Context: an optimization exercise on an open-source flow, tuned for small area, a short achievable clock period and few clock cycles per item. The choices shown serve that exercise and are no tape-out recipe.
Only simulation tests tie the RTL to the original design; equivalence was not proved.
No activity file was given, so power comes from the tool's default toggle rates.

<file path="design/flow/design.v">
module fnwc_b_cmp (
    input  wire [63:0] a,
    input  wire [63:0] b,
    output wire        lt,
    output wire        eq
);
    reg [63:0] g, p;
    integer w, j;
    always @(*) begin
        g = ~a & b;
        p = ~a | b;
        for (w = 1; w < 64; w = w * 2)
            for (j = 0; j < 64; j = j + 2 * w) begin
                g[j] = g[j + w] | (p[j + w] & g[j]);
                p[j] = p[j + w] & p[j];
            end
    end
    assign lt = g[0];
    assign eq = p[0] & ~g[0];
endmodule
module fnwc_b (
    input  wire        clk,
    input  wire        rst,         
    input  wire        cmd_valid,
    output wire        cmd_ready,
    input  wire [63:0] cmd_cw,
    input  wire [63:0] cmd_x,
    input  wire [63:0] cmd_a,       
    input  wire [63:0] cmd_y,       
    output wire        rsp_valid,
    input  wire        rsp_ready,
    output reg  [1:0]  rsp_st,
    output reg  [63:0] rsp_r,
    output wire        fault
);
    localparam K = 16;
    localparam [1:0] ST_OK      = 2'd0;
    localparam [1:0] ST_ABSENT  = 2'd1;
    localparam [1:0] ST_FAULT   = 2'd2;
    localparam [1:0] ST_REFUSED = 2'd3;
    integer i, r;
    reg [63:0] key [0:K-1];
    reg [15:0] wr;
    reg [15:0] used;                
    reg [4:0]  n;
    reg [63:0] index;               
    reg        fault_v;
    reg        fault_cap;           
    reg [63:0] fcw;                 
    reg        rsp_v;               
    reg [63:0] xq;                  
    reg        q_b;                 
    reg        q_rdsr;              
    reg [9:0]  q_op;                
    reg [6:0]  q_sr;                
    reg [3:0]  q_slot;              
    reg [15:0] q_xd;                
    reg [15:0] q_t;                 
    reg [15:0] q_eq;                
    reg        q_ltp, q_eqp;        
    reg        p_ins, p_del, p_clr;
    reg [15:0] p_t;                 
    reg [15:0] p_f;                 
    assign rsp_valid = rsp_v;
    assign cmd_ready = !rsp_v || rsp_ready;
    wire take   = rsp_v && rsp_ready;
    wire accept = cmd_valid && cmd_ready;
    reg [15:0] dx [0:K-1];
    always @(*)
        for (r = 0; r < K; r = r + 1)
            for (i = 0; i < K; i = i + 1)
                dx[r][i] = (index[4*r +: 4] == i);
    reg [15:0] nlt, nl;
    always @(*)
        for (r = 0; r < K; r = r + 1) begin
            nlt[r] = (r < n);
            nl[r]  = (r + 1 == n);
        end
    wire [7:0] opc     = cmd_cw[63:56];
    wire       z48     = (cmd_cw[55:8] == 48'd0);
    wire       z56     = z48 && (cmd_cw[7:0] == 8'd0);
    wire       s_b     = (opc[7:4] == 4'h2) && (opc[3:0] <= 4'h9) && z56;
    wire [7:0] srn     = cmd_cw[7:0];
    wire [6:0] s_sr    = {srn[7:4] == 4'h2, srn == 8'h12, srn == 8'h11, srn == 8'h10,
                          srn == 8'h02, srn == 8'h01, srn == 8'h00};
    wire       s_rdsr  = (opc == 8'hF0) && z48 && |s_sr;
    reg  [9:0] s_op;
    always @(*)
        for (i = 0; i < 10; i = i + 1)
            s_op[i] = (opc[3:0] == i);
    wire [15:0] lt1, eq1;
    genvar gi;
    generate
        for (gi = 0; gi < K; gi = gi + 1) begin : g_cmp
            fnwc_b_cmp u_cmp (.a(key[gi]), .b(cmd_x), .lt(lt1[gi]), .eq(eq1[gi]));
        end
    endgenerate
    wire ltp1, eqp1;
    fnwc_b_cmp u_cmp_p (.a(xq), .b(cmd_x), .lt(ltp1), .eq(eqp1));
    reg [15:0] xd1;
    always @(*)
        for (i = 0; i < K; i = i + 1)
            xd1[i] = (cmd_x[63:4] == 60'd0) && (cmd_x[3:0] == i);
    reg [15:0] t1;
    always @(*)
        for (r = 0; r < K; r = r + 1)
            t1[r] = nlt[r] && |(lt1 & dx[r]);
    reg [15:0] t, eqv;
    always @(*) begin
        for (r = 0; r < K; r = r + 1) begin
            if (p_clr)
                t[r] = 1'b0;
            else if (p_ins)
                t[r] = p_t[r] ? q_t[r] :
                       (r == 0 || p_t[r == 0 ? 0 : r - 1]) ? q_ltp : q_t[r == 0 ? 0 : r - 1];
            else if (p_del)
                t[r] = p_t[r] ? q_t[r] : (r == K - 1) ? 1'b0 : q_t[r == K - 1 ? 0 : r + 1];
            else
                t[r] = q_t[r];
        end
        for (i = 0; i < K; i = i + 1)
            eqv[i] = (p_ins && p_f[i]) ? q_eqp : q_eq[i];
    end
    wire [15:0] hit     = eqv & used;
    wire        present = |hit;
    wire refuse  = fault_v && !q_rdsr;
    wire illegal = !fault_v && !q_b && !q_rdsr;
    wire exec_b  = !fault_v && q_b;
    wire rd_key  = q_rdsr && q_sr[6];
    wire op_ins  = exec_b && q_op[0];
    wire op_del  = exec_b && q_op[1];
    wire op_mem  = exec_b && q_op[2];
    wire op_rank = exec_b && q_op[3];
    wire op_sel  = exec_b && q_op[4];
    wire op_pred = exec_b && q_op[5];
    wire op_succ = exec_b && q_op[6];
    wire op_size = exec_b && q_op[7];
    wire op_empt = exec_b && q_op[8];
    wire op_rst  = exec_b && q_op[9];
    wire [4:0] rank;
    assign rank[4] = t[15];
    assign rank[3] = t[7] & ~t[15];
    assign rank[2] = (t[3] & ~t[7]) | (t[11] & ~t[15]);
    assign rank[1] = (t[1] & ~t[3]) | (t[5] & ~t[7]) | (t[9] & ~t[11]) | (t[13] & ~t[15]);
    assign rank[0] = (t[0] & ~t[1]) | (t[2] & ~t[3]) | (t[4] & ~t[5]) | (t[6] & ~t[7]) |
                     (t[8] & ~t[9]) | (t[10] & ~t[11]) | (t[12] & ~t[13]) | (t[14] & ~t[15]);
    wire has_pred = t[0];
    wire has_succ = |(nl & ~t);
    wire sel_ok   = |(q_xd & nlt);
    reg [15:0] rsel;
    always @(*)
        for (r = 0; r < K; r = r + 1)
            rsel[r] = (op_pred && t[r] && (r == K - 1 ? 1'b1 : !t[r == K - 1 ? 0 : r + 1])) ||
                      (op_succ && !t[r] && nlt[r] && (r == 0 ? 1'b1 : t[r == 0 ? 0 : r - 1])) ||
                      (op_sel && q_xd[r] && nlt[r]);
    reg [15:0] ssel;
    always @(*)
        for (i = 0; i < K; i = i + 1) begin
            ssel[i] = rd_key && wr[i] && (q_slot == i);
            for (r = 0; r < K; r = r + 1)
                ssel[i] = ssel[i] | (rsel[r] & dx[r][i]);
        end
    reg [63:0] key_rd;
    always @(*) begin
        key_rd = 64'd0;
        for (i = 0; i < K; i = i + 1)
            key_rd = key_rd | (key[i] & {64{ssel[i]}});
    end
    reg [15:0] free1;
    reg        seen;
    always @(*) begin
        seen = 1'b0;
        for (i = 0; i < K; i = i + 1) begin
            free1[i] = !used[i] && !seen;
            seen     = seen || !used[i];
        end
    end
    reg [3:0] free_slot;
    always @(*) begin
        free_slot = 4'd0;
        for (i = 0; i < K; i = i + 1)
            if (free1[i]) free_slot = free_slot | i[3:0];
    end
    reg [63:0] index_ins, index_rem;
    always @(*)
        for (r = 0; r < K; r = r + 1) begin
            index_ins[4*r +: 4] = t[r] ? index[4*r +: 4] :
                                  (r == 0 || t[r == 0 ? 0 : r-1]) ? free_slot :
                                  index[4*(r == 0 ? 0 : r-1) +: 4];
            index_rem[4*r +: 4] = t[r] ? index[4*r +: 4] :
                                  (r == K - 1) ? 4'd0 : index[4*(r == K-1 ? 0 : r+1) +: 4];
        end
    wire full    = n[4];
    wire do_ins  = op_ins && !present && !full;
    wire cap_flt = op_ins && !present && full;
    wire do_del  = op_del && present;
    wire flt_now = illegal || cap_flt;
    assign fault = fault_v || (rsp_v && flt_now);
    wire [63:0] sr_val =
          (q_sr[0] ? 64'h1040 : 64'd0)
        | (q_sr[1] ? {fault_v, 59'd0, 1'b0, fault_v & fault_cap, 1'b0, fault_v & ~fault_cap} : 64'd0)
        | (q_sr[2] && fault_v ? (fault_cap ? 64'h2000_0000_0000_0000 : fcw) : 64'd0)
        | (q_sr[3] ? {59'd0, n} : 64'd0)
        | (q_sr[4] ? {48'd0, ~used} : 64'd0)
        | (q_sr[5] ? index : 64'd0);
    always @(*) begin
        rsp_st = ST_OK;
        if (refuse)
            rsp_st = ST_REFUSED;
        else if (flt_now)
            rsp_st = ST_FAULT;
        else if ((op_sel && !sel_ok) || (op_pred && !has_pred) || (op_succ && !has_succ))
            rsp_st = ST_ABSENT;
        rsp_r = key_rd
              | (q_rdsr && !q_sr[6] ? sr_val : 64'd0)
              | {61'd0, cap_flt, 1'b0, illegal}
              | {63'd0, op_mem && present}
              | (op_rank ? {59'd0, rank} : 64'd0)
              | (op_size ? {59'd0, n} : 64'd0)
              | {63'd0, op_empt && (n == 5'd0)};
    end
    always @(posedge clk) begin
        if (cmd_ready)
            xq <= cmd_x;
        if (accept) begin
            q_b    <= s_b;
            q_rdsr <= s_rdsr;
            q_op   <= s_op;
            q_sr   <= s_sr;
            q_slot <= srn[3:0];
            q_xd   <= xd1;
            q_t    <= t1;
            q_eq   <= eq1;
            q_ltp  <= ltp1;
            q_eqp  <= eqp1;
            p_t    <= t;
            p_f    <= free1;
        end
        if (accept && !s_b && !s_rdsr && !fault)
            fcw <= cmd_cw;
        for (i = 0; i < K; i = i + 1)
            if (take && do_ins && free1[i])
                key[i] <= xq;
    end
    always @(posedge clk) begin
        if (rst) begin
            rsp_v     <= 1'b0;
            p_ins     <= 1'b0;
            p_del     <= 1'b0;
            p_clr     <= 1'b0;
            wr        <= 16'd0;
            used      <= 16'd0;
            n         <= 5'd0;
            index     <= 64'd0;
            fault_v   <= 1'b0;
            fault_cap <= 1'b0;
        end else begin
            if (accept)
                rsp_v <= 1'b1;
            else if (take)
                rsp_v <= 1'b0;
            if (accept) begin
                p_ins <= take && do_ins;
                p_del <= take && do_del;
                p_clr <= take && op_rst;
            end
            if (take) begin
                if (flt_now) begin
                    fault_v   <= 1'b1;
                    fault_cap <= cap_flt;
                end
                if (do_ins) begin
                    wr    <= wr | free1;
                    used  <= used | free1;
                    index <= index_ins;
                    n     <= n + 5'd1;
                end
                if (do_del) begin
                    used  <= used & ~hit;
                    index <= index_rem;
                    n     <= n - 5'd1;
                end
                if (op_rst) begin
                    wr    <= 16'd0;
                    used  <= 16'd0;
                    index <= 64'd0;
                    n     <= 5'd0;
                end
            end
        end
    end
endmodule
</file>
<file path="design/flow/run.sh">
#!/bin/bash
# synth_recipe.tcl (not shown) runs the flow's synth.tcl, then flattens the netlist and writes it again
# the make line also repeats each setting of config.mk as NAME=value (left out here)
make -C /OpenROAD-flow-scripts/flow DESIGN_CONFIG=/design/flow/config.mk WORK_HOME=/design/flow/orfs CLKGATE_MAP_FILE= SYNTH_SCRIPT=/design/flow/synth_recipe.tcl finish
</file>
<file path="design/flow/config.mk">
export PLATFORM = sky130hd
export DESIGN_NAME = fnwc_b
export DESIGN_NICKNAME = fnwc_b
export VERILOG_FILES = /design/flow/design.v
export SDC_FILE = /design/flow/constraint.sdc
export NUM_CORES = 4
export LEC_CHECK = 0
export CAP_MARGIN = 20
export CORE_MARGIN = 2
export CORE_UTILIZATION = 35
export PLACE_DENSITY = 0.55
export SETUP_SLACK_MARGIN = 4
export SLEW_MARGIN = 20
</file>
<file path="design/flow/constraint.sdc">
create_clock -name core_clock -period 10.0 [get_ports {clk}]
set_input_delay 2.0000 -clock core_clock [delete_from_list [all_inputs] [get_ports {clk}]]
set_output_delay 2.0000 -clock core_clock [all_outputs]
set_load 0.01 [all_outputs]
</file>
==> out/results.tsv <==
stage	metric	value	unit
yosys	post-synthesis async set-or-reset flop share	0	
pwr	Sequential Power Share	0.446	
worst_setup_path	CP Class	reg2out	
finish	Design Area, Final	96720	sq um
pwr	Clk pwr share	0.448	
worst_setup_path	required time worst endpoint	8.00	ns
placement	placement-stage cell area	84360	sq um
worst_setup_path	Worst Setup Start Kind	flip-flop	
yosys	synthesized flop and latch total	1364	
yosys	top-count cell post-synth	edfxtp_1	
finish	Nets	8271	
placement	HPWL Detailed	318400	um
pwr	switching power	3.836	mW
clocking	clock latency on the worst-skew pair	0.86	ns
sta	measured slew at the worst slew-check pin	1.322	ns
grt	vias in the first global route	71267	
floorplanning	num rows	172	
sta	fmax	134.6	MHz
yosys	Main synth FF type	edfxtp_1	
yosys	top cell type by total area after synthesis	edfxtp_1	
pwr	Pint	10.53	mW
floorplanning	Die Wd	475.0	um
pwr	Tot Pwr	14.36	mW
clocking	Num CTS Buffers	165	
yosys	EDFF count, synth	1257	
routing	DR vias/cell	7.042	
worst_setup_path	WP data arrival	5.43	ns
yosys	Mapped Cells	7522	
floorplanning	die extent in y	475.0	um
sta	Setup Skew	0.07758	ns
floorplanning	Core ar.	220200	sq um
clocking	hold buffers post-CTS	0	
yosys	synth cell count leaders	edfxtp_1 (1257), a22oi_1 (586), nor2_1 (484), nand2_1 (454), clkbuf_1 (376)	
grt	initial antenna violation count	42	
clocking	clock slew seen by the registers of the worst setup and hold paths	0.06	ns
yosys	Synthesized Nets	7787	
pwr	P per Cell Area	148.5	nW/um^2
placement	PortBufs	200	
yosys	share of the synthesized area in the top cell type	0.4862	
worst_setup_path	R2R Setup Slk	5.03	ns
pwr	combinational share of power	0.106	
sta	Rel. slew slack	0.1152	
routing	Routed wire per std cell	41.63	um
floorplanning	Initial Util	0.3526	
worst_setup_path	maximum fanout along the worst path	14	
run	maxcap violations	0	
grt	global route overflow	0	
sta	minimum clock period	7.428	ns
yosys	synthesized cell area	77640	sq um
sta	final hold vios	0	
status	status	timing/DRC/antenna clean	
clocking	maximum buffer depth of the clock tree	3	
placement	GP Congestion	1.031	
clocking	Clock Sinks	1364	
yosys	Seq/Total Area, Yosys	0.5138	
routing	final WL	463100	um
pwr	switch share	0.2671	
grt	largest net degree at the start of global routing	68	
sta	endpoints failing setup	0	
yosys	Ys Warns	6	
finish	area delta synth->final	24.58	%
sta	RSZ-0062 raised after global routing	yes	
sta	final setup TNS	0	ns
yosys	top post-synthesis cells by area	edfxtp_1 (49%), a22oi_1 (5.7%), dfxtp_1 (2.8%)	
yosys	synth unique cells	116	
routing	# DRC	0	
routing	1st-pass router iterations	8	
floorplanning	full die area	225600	sq um
finish	share of layout cells above drive strength 1	0.1886	
pwr	Max VDD drop	0.1692	mV
clocking	Root Driver	clkbuf_16	
routing	post-route ant nets	0	
floorplanning	total I/O pin count	329	
grt	first-pass GRT wire length	617000	um
pwr	Pleak	31.88	nW
routing	DRT iter0 DRCs	14770	
yosys	Post-Syn Area per Cell	10.32	sq um
worst_setup_path	crit end category	output port	
min_path	Hold Crit Class	reg2reg	
clocking	H-tree depth	4	
clocking	TritonCTS clock tree	built	
sta	fraction of the cycle the final worst path needs	0.7428	
grt	GRT Total Usage	0.3952	
sta	Max Slew Vio Count	0	
routing	Via Count	78332	
placed cells by master (no fill, tap or decap), drive strengths merged, types with 48 or more instances in the layout:
cell type | synthesis | final
a211oi | 73 | 73
a21oi | 280 | 280
a221o | 58 | 58
a221oi | 106 | 106
a222oi | 105 | 105
a22o | 71 | 71
a22oi | 586 | 586
a31oi | 68 | 68
and3 | 48 | 48
buf | 165 | 660
clkbuf | 377 | 227
clkdlybuf4s50 | 0 | 114
clkinv | 12 | 77
dfxtp | 107 | 107
edfxtp | 1257 | 1257
inv | 369 | 356
maj3 | 167 | 167
mux2i | 55 | 55
nand2 | 457 | 466
nand2b | 275 | 277
nand3 | 134 | 136
nand4 | 144 | 144
nor2 | 489 | 489
nor2b | 270 | 270
nor3 | 172 | 172
nor4 | 109 | 109
o2111ai | 88 | 88
o211ai | 59 | 59
o21a | 51 | 51
o21ai | 378 | 378
o221ai | 76 | 76
o22ai | 258 | 258
registers in the layout, summed over array words and instances (netlist names), 64 cells and up:
name   cells
fcw       64
xq        64
index     64
key     1024
cells by family (layout without fill, tap and decap cells):
family,after synthesis,after routing,share of synthesized area
AO/OA/AOI/OAI,2652,2652,0.2486
AND/OR/NAND/NOR,2343,2356,0.1589
flip-flops,1364,1364,0.5138
buffers and inverters,923,1533,0.04703
adder cells (fa/ha/maj),172,172,0.02237
multiplexers,65,65,0.008977
XOR/XNOR,3,3,0.0003385
other,0,20,0
metal layers:
layer | share of wire | global-route usage
met5 | 0.00099 | 0.009085
met3 | 0.13 | 0.1150
met4 | 0.079 | 0.2533
met2 | 0.42 | 0.5736
met1 | 0.37 | 0.5117
critical path, stage by stage (launching register included):
cell and delay (ns):
edfxtp_1 0.37, buf_12 0.17, mux2_2 0.21, a32oi_4 0.12
buf_4 0.15, and4_4 0.20, a221o_1 0.39, buf_6 0.18
a32oi_4 0.28, o211ai_1 0.33, nor3_4 0.39, nand3_4 0.12
buf_12 0.18, buf_6 0.18, a22oi_2 0.13, nand4_1 0.28
or3_4 0.53, dlygate4sd2_1 0.31
final cells by class:
cell class | instances | area [sq um]
fill | 20683 | 123400
timing repair inverter | 6 | 32.53
clock inverter | 96 | 1239
multi-input combinational | 5248 | 37960
timing repair buffer | 840 | 7863
sequential | 1364 | 39900
clock buffer | 210 | 4413
tap | 2958 | 3701
antenna | 20 | 50.05
inverter | 381 | 1565
stage by stage:
| stage | std cells | util | worst slack (ns) | hold WS, ns |
|---|---|---|---|---|
| after floorplan | 7522 | - | 2.311 | 0.4286 |
| after global placement | 10502 | 0.3832 | 1.684 | 0.4487 |
| after detailed placement | 10502 | 0.3832 | 1.660 | 0.4541 |
| after CTS | 11044 | 0.4338 | 2.685 | 0.4713 |
| after global routing | 11115 | 0.4392 | 2.590 | 0.5028 |
| final | 11123 | 0.4393 | 2.572 | 0.4725 |
path summary, 6_finish.rpt:
path / startpoint / end / cells after the start
setup / recovery: q_ltp$_DFFE_PP_ / rsp_r[32] / 17
hold / removal: wr[1]$_SDFFE_PP0P_ / wr[1]$_SDFFE_PP0P_ / 2
setup reg to reg: used[2]$_SDFFE_PP0P_ / index[29]$_SDFFE_PP0P_ / 12
hold reg to reg: wr[1]$_SDFFE_PP0P_ / wr[1]$_SDFFE_PP0P_ / 2
what timing repair did:
item,CTS,global route
resized for setup,796,168
pin swaps,163,86
setup buffers,210,52
setup endpoints to repair,97,86
gates cloned,26,5
power groups by stage:
stage | Combinational (mW) | Sequential [mW] | Clock, mW
2_1_floorplan | 0.614 | 6.50 | 0
3_3_place_gp | 1.33 | 6.52 | 0
3_5_place_dp | 1.33 | 6.52 | 0
4_1_cts | 1.42 | 6.40 | 6.44
5_1_grt | 1.53 | 6.41 | 6.65
6_report | 1.52 | 6.41 | 6.44
Testbench counts, summed over its fixed seeds: cycles 2,406, items 2,400.

separate check: timing with driven ports:
The flow's constraints put no driver on any port. The routed layout listed below was extracted and timed again, unchanged, in two steps. Step 1 assumes that a clkbuf_16 drives the clock port and a buf_2 every other input. Step 2 also shifts input and output timing later by t, the mid clock arrival at the registers, as if the neighbouring blocks saw the same clock. Three values: ideal ports, drivers, drivers and shift; two values: the first two.
t, ns: 0.927
slack for setup (ns): 2.572 / 2.473 / 2.848
hold WS [ns]: 0.472 / 0.472 / 0.472
latest minus earliest clock arrival (ns): 0.085 / 0.084
worst slew at a driven data input, ns: 0.24
After both steps this run still meets setup and hold. For this run, drivers alone change the setup slack by -0.099 ns; drivers and shift together by +0.276 ns.
